From an optimization exercise on the open Yosys and OpenROAD flow, aimed at small area, a short achievable clock period and few clock cycles per item; shortcuts taken in it are not production practice. Where RTL was checked, it was by simulation tests only, not by an equivalence proof against the original. The clock port is modelled as an ideal driver, which makes a skipped or thinned clock tree look cheaper than it is; a real chip needs a root buffer or a tree.

==> job 1297 <==
==> flow/design.v <==
module erf_crc0 (
    input  wire        clk,
    input  wire        rst,
    input  wire        in_valid,
    output reg         in_ready,
    input  wire [1:0]  in_op,
    input  wire [15:0] in_data,
    output reg         out_valid,
    input  wire        out_ready,
    output reg  [15:0] out_crc
);
    localparam [1:0] OP_BUILD  = 2'd0;
    localparam [1:0] OP_SEED   = 2'd1;
    localparam [1:0] OP_BYTE   = 2'd2;
    localparam [1:0] OP_FINISH = 2'd3;
    function [7:1] quot_inv;
        input [15:9] p;
        reg   [7:0]  a, f, g, r;
        integer      i, j;
        begin
            a = {p[9], p[10], p[11], p[12], p[13], p[14], p[15], 1'b1};   
            f = {1'b0, p[13], 1'b0, p[14], 1'b0, p[15], 1'b0, 1'b1};     
            g = {3'b000, p[15], 4'b0001};                                
            r = 8'h00;
            for (i = 0; i < 8; i = i + 1)
                for (j = 0; j <= i; j = j + 1)
                    r[i] = r[i] ^ (a[j] & f[i-j]);
            a = r;
            r = 8'h00;
            for (i = 0; i < 8; i = i + 1)
                for (j = 0; j <= i; j = j + 1)
                    r[i] = r[i] ^ (a[j] & g[i-j]);
            quot_inv = r[7:1];
        end
    endfunction
    function [15:0] table_of;
        input [15:0] poly;
        input [7:0]  h;
        input [7:0]  x;
        reg   [7:0]  q;      
        reg   [15:0] r;
        integer      i, m;
        begin
            for (i = 0; i < 8; i = i + 1) begin
                q[7-i] = 1'b0;
                for (m = 0; m <= i; m = m + 1)
                    q[7-i] = q[7-i] ^ (h[i-m] & x[7-m]);
            end
            r = 16'h0000;
            for (i = 0; i < 8; i = i + 1)
                r = r ^ ({16{q[7-i]}} & (poly << (7 - i)));
            table_of = r;
        end
    endfunction
    reg [15:0] poly;
    reg [7:1]  hq;
    reg [15:0] seed;
    reg [7:0]  s_x;
    reg [7:0]  crc_lo;
    reg        run_z;
    wire [7:0]  run_hi  = run_z ? 8'h00 : s_x;
    wire [15:0] crc_run = {run_hi, crc_lo};
    reg        s_byte;      
    reg        s_restart;   
    reg        s_fin;       
    wire accept   = in_valid && in_ready;
    wire fin_exec = s_fin && !out_valid;
    wire restart  = fin_exec || s_restart;
    wire [15:0] tx = table_of(poly, {hq, 1'b1} & {8{s_byte}}, s_x);
    reg [15:0] run_base;
    always @(*) begin
        if (s_byte)
            run_base = {crc_run[7:0], 8'h00};
        else if (restart)
            run_base = seed;
        else
            run_base = crc_run;
    end
    wire s_fin_d     = (accept && in_op == OP_FINISH) || (s_fin && out_valid);
    wire out_valid_d = fin_exec || (out_valid && !out_ready);
    wire [7:0] s_x_d;
    erf_crc0_xor8 u_x (
        .a(tx[15:8]),
        .b(run_base[15:8] ^ (in_data[7:0] & {8{accept && in_op == OP_BYTE}})),
        .y(s_x_d)
    );
    always @(posedge clk) begin
        if (accept && in_op == OP_BUILD)
            poly <= in_data;
        hq <= quot_inv(poly[15:9]);
        s_x <= s_x_d;
        if (fin_exec)
            out_crc <= crc_run;
    end
    always @(posedge clk) begin
        if (rst) begin
            seed      <= 16'h0000;
            crc_lo    <= 8'h00;
            run_z     <= 1'b1;
            s_byte    <= 1'b0;
            s_restart <= 1'b0;
            s_fin     <= 1'b0;
            out_valid <= 1'b0;
            in_ready  <= 1'b1;
        end else begin
            if (accept && in_op == OP_SEED)
                seed <= in_data;
            crc_lo    <= run_base[7:0] ^ tx[7:0];
            if (s_byte || restart)
                run_z <= 1'b0;
            s_byte    <= accept && in_op == OP_BYTE;
            s_restart <= accept && !in_op[1];
            s_fin     <= s_fin_d;
            out_valid <= out_valid_d;
            in_ready  <= !(s_fin_d && out_valid_d);
        end
    end
endmodule
module erf_crc0_xor8 (
    input  wire [7:0] a,
    input  wire [7:0] b,
    output wire [7:0] y
);
    assign y = a ^ b;
endmodule
==> flow/flow/run.sh <==
#!/bin/bash
# The standard layout (the standard.sh, unchanged synthesis) with four
# changes to how ORFS builds it:
#   - port buffers use buf_1 instead of the default clkdlybuf4s50_1
#   - the clock tree is one level of three clkbuf_16 buffers, built by
#     flow/cts_one_level.tcl (ORFS's PRE_CTS_TCL hook) in place of
#     TritonCTS's two-level tree, for a shorter clock latency
#   - setup repair only resizes and swaps pins (no new buffers or clones)
set -euo pipefail
export SETUP_SLACK_MARGIN=5.6
export SETUP_MOVE_SEQUENCE="unbuffer,sizeup,swap"
export BUFFER_PORTS_ARGS="-buffer_cell sky130_fd_sc_hd__buf_1"
export PRE_CTS_TCL="$(pwd)/flow/cts_one_level.tcl"
bash standard.sh > standard.log 2>&1
==> flow/flow/cts_one_level.tcl <==
# PRE_CTS_TCL hook for ORFS's cts.tcl: build a one-level clock tree in place
# of TritonCTS's two-level H-tree. The clock port drives three clkbuf_16
# buffers (the port feeds 3 cell pins), and each buffer drives the
# flip-flops of one vertical strip of the core, about a third of them, from
# the centroid of its strip. All flip-flops get the same single buffer
# stage, so the clock arrives at the same time at every register.
# clock_tree_synthesis is then replaced by a command that only switches the
# clock to propagated mode; the rest of cts.tcl (legalization, timing
# repair) runs as usual.

proc build_one_level_clock_tree { ncb } {
  set block [ord::get_db_block]
  set clk_net [$block findNet clk]
  set sinks {}
  foreach it [$clk_net getITerms] {
    set inst [$it getInst]
    set bb [$inst getBBox]
    lappend sinks [list [expr {([$bb xMin] + [$bb xMax]) / 2}] \
                        [expr {([$bb yMin] + [$bb yMax]) / 2}] $it]
  }
  set sinks [lsort -integer -index 0 $sinks]
  set n [llength $sinks]
  set master [[ord::get_db] findMaster sky130_fd_sc_hd__clkbuf_16]
  $clk_net setSigType CLOCK
  for {set k 0} {$k < $ncb} {incr k} {
    set group [lrange $sinks [expr {$k * $n / $ncb}] [expr {($k + 1) * $n / $ncb - 1}]]
    set net [odb::dbNet_create $block "clknet_leaf_$k"]
    $net setSigType CLOCK
    set buf [odb::dbInst_create $block $master "clkbuf_leaf_$k"]
    set sx 0
    set sy 0
    foreach s $group {
      set it [lindex $s 2]
      $it disconnect
      $it connect $net
      set sx [expr {$sx + [lindex $s 0]}]
      set sy [expr {$sy + [lindex $s 1]}]
    }
    set cnt [llength $group]
    [$buf findITerm A] connect $clk_net
    [$buf findITerm X] connect $net
    $buf setLocation [expr {$sx / $cnt}] [expr {$sy / $cnt}]
    $buf setPlacementStatus PLACED
    puts "one-level clock tree: clkbuf_leaf_$k drives $cnt flip-flops"
  }
}

build_one_level_clock_tree 3

rename clock_tree_synthesis tritoncts_clock_tree_synthesis
proc clock_tree_synthesis { args } {
  puts "clock_tree_synthesis skipped: one-level clock tree built by cts_one_level.tcl"
  set_propagated_clock [all_clocks]
}
==> flow/standard.sh <==
#!/bin/bash
# synth_recipe.tcl (not shown) runs the flow's synth.tcl, then flattens the netlist and writes it again
# the make line also repeats each setting of config.mk as NAME=value (left out here)
make -C /OpenROAD-flow-scripts/flow DESIGN_CONFIG=/design/flow/config.mk WORK_HOME=/design/flow/orfs CLKGATE_MAP_FILE= SYNTH_SCRIPT=/design/flow/synth_recipe.tcl "${@:-finish}"
==> flow/config.mk <==
export PLATFORM = sky130hd
export DESIGN_NAME = erf_crc0
export DESIGN_NICKNAME = erf_crc0
export VERILOG_FILES = /design/flow/design.v
export SDC_FILE = /design/flow/constraint.sdc
export NUM_CORES = 4
export LEC_CHECK = 0
export CAP_MARGIN = 20
export CORE_MARGIN = 2
export CORE_UTILIZATION = 55
export PLACE_DENSITY = 0.7
export SLEW_MARGIN = 20
export SYNTH_HIERARCHICAL = 1
export SYNTH_MEMORY_MAX_BITS = 8192
==> flow/constraint.sdc <==
create_clock -name core_clock -period 8.0 [get_ports {clk}]
set_input_delay 1.6000 -clock core_clock [delete_from_list [all_inputs] [get_ports {clk}]]
set_output_delay 1.6000 -clock core_clock [all_outputs]
set_load 0.01 [all_outputs]
==> job 5766: changes against job 1297 <==
--- a/flow/design.v
+++ b/flow/design.v
@@ -59,4 +59,5 @@
     reg [7:0]  crc_lo;
+    reg [7:0]  s_b;
     reg        run_z;
-    wire [7:0]  run_hi  = run_z ? 8'h00 : s_x;
+    wire [7:0]  run_hi  = run_z ? 8'h00 : (s_x ^ s_b);
     wire [15:0] crc_run = {run_hi, crc_lo};
@@ -80,8 +81,2 @@
     wire out_valid_d = fin_exec || (out_valid && !out_ready);
-    wire [7:0] s_x_d;
-    erf_crc0_xor8 u_x (
-        .a(tx[15:8]),
-        .b(run_base[15:8] ^ (in_data[7:0] & {8{accept && in_op == OP_BYTE}})),
-        .y(s_x_d)
-    );
     always @(posedge clk) begin
@@ -90,3 +85,4 @@
         hq <= quot_inv(poly[15:9]);
-        s_x <= s_x_d;
+        s_x <= (run_base[15:8] ^ in_data[7:0]) ^ tx[15:8];
+        s_b <= in_data[7:0];
         if (fin_exec)
@@ -118,8 +114 @@
 endmodule
-module erf_crc0_xor8 (
-    input  wire [7:0] a,
-    input  wire [7:0] b,
-    output wire [7:0] y
-);
-    assign y = a ^ b;
-endmodule
==> flow/flow/run.sh (replaced) <==
#!/bin/bash
# The standard layout (the standard.sh, unchanged synthesis) with three
# changes to how ORFS builds it:
#   - port buffers use buf_1 instead of the default clkdlybuf4s50_1
#   - clock tree synthesis without dummy loads, with clkbuf_4/clkbuf_8
#     and clusters of up to 30 sinks
set -euo pipefail
export SETUP_SLACK_MARGIN=5.5
export BUFFER_PORTS_ARGS="-buffer_cell sky130_fd_sc_hd__buf_1"
export CTS_ARGS="-sink_clustering_enable -repair_clock_nets -dont_use_dummy_load -buf_list {sky130_fd_sc_hd__clkbuf_4 sky130_fd_sc_hd__clkbuf_8} -sink_clustering_size 30"
bash standard.sh > standard.log 2>&1
- SYNTH_HIERARCHICAL: 1 -> default
removed: flow/flow/cts_one_level.tcl
==> out/qor.txt <==
CP delay by family, top: simple AND/OR/NAND/NOR gates
Outcome: no timing/DRC/antenna violations
Fillers: 744
CP required: 7.81 ns
Placed Instance Area: 4960 um^2
[end of results for job 1297]
==> out/qor.txt <==
Outcome: no timing/DRC/antenna violations
Placed Instance Area: 5040 um^2
DRC errors left: 0
CP delay by family, top: flip-flops
Total CTS buffers: 9
Fillers: 780
[end of results for job 5766]
Testbench counts of job 5766, summed over its fixed seeds: cycles 20,140, bytes 18,751.
For job 1297, only the layout was checked, not whether the RTL still works. In job 1297 the design's own scripts or RTL, not TritonCTS, make the clock network.

separate check: timing with driven ports:
The flow's constraints put no driver on any port. The routed layouts listed below were extracted and timed again, unchanged, in two steps. Step 1 assumes that a clkbuf_16 drives the clock port and a buf_2 every other input. Step 2 adds t to the input delays and takes it off the output delays; t is the mean of the earliest and latest rising clock arrival at the registers after step 1. Input paths then give back, and output paths get back, about the clock's delay inside the block. Slacks: no drivers / after step 1 / after step 2; pairs: no drivers / after step 1.
| run | shift t [ns] | setup WS [ns] | worst setup path at the end | worst register clock-pin slew, ns | cell pins on the clock port's net |
|---|---|---|---|---|---|
| job 1297 | 0.226 | 5.411 / 5.417 / 5.191 | input to register | 0.11 / 0.11 | 3 |
| job 5766 | 0.383 | 5.525 / 5.494 / 5.195 | input to register | 0.09 / 0.09 | 1 |
After both steps every run listed still meets setup and hold. The setup slack of job 5766, which loses most, moves by -0.031 ns with the drivers and by -0.330 ns with both steps.
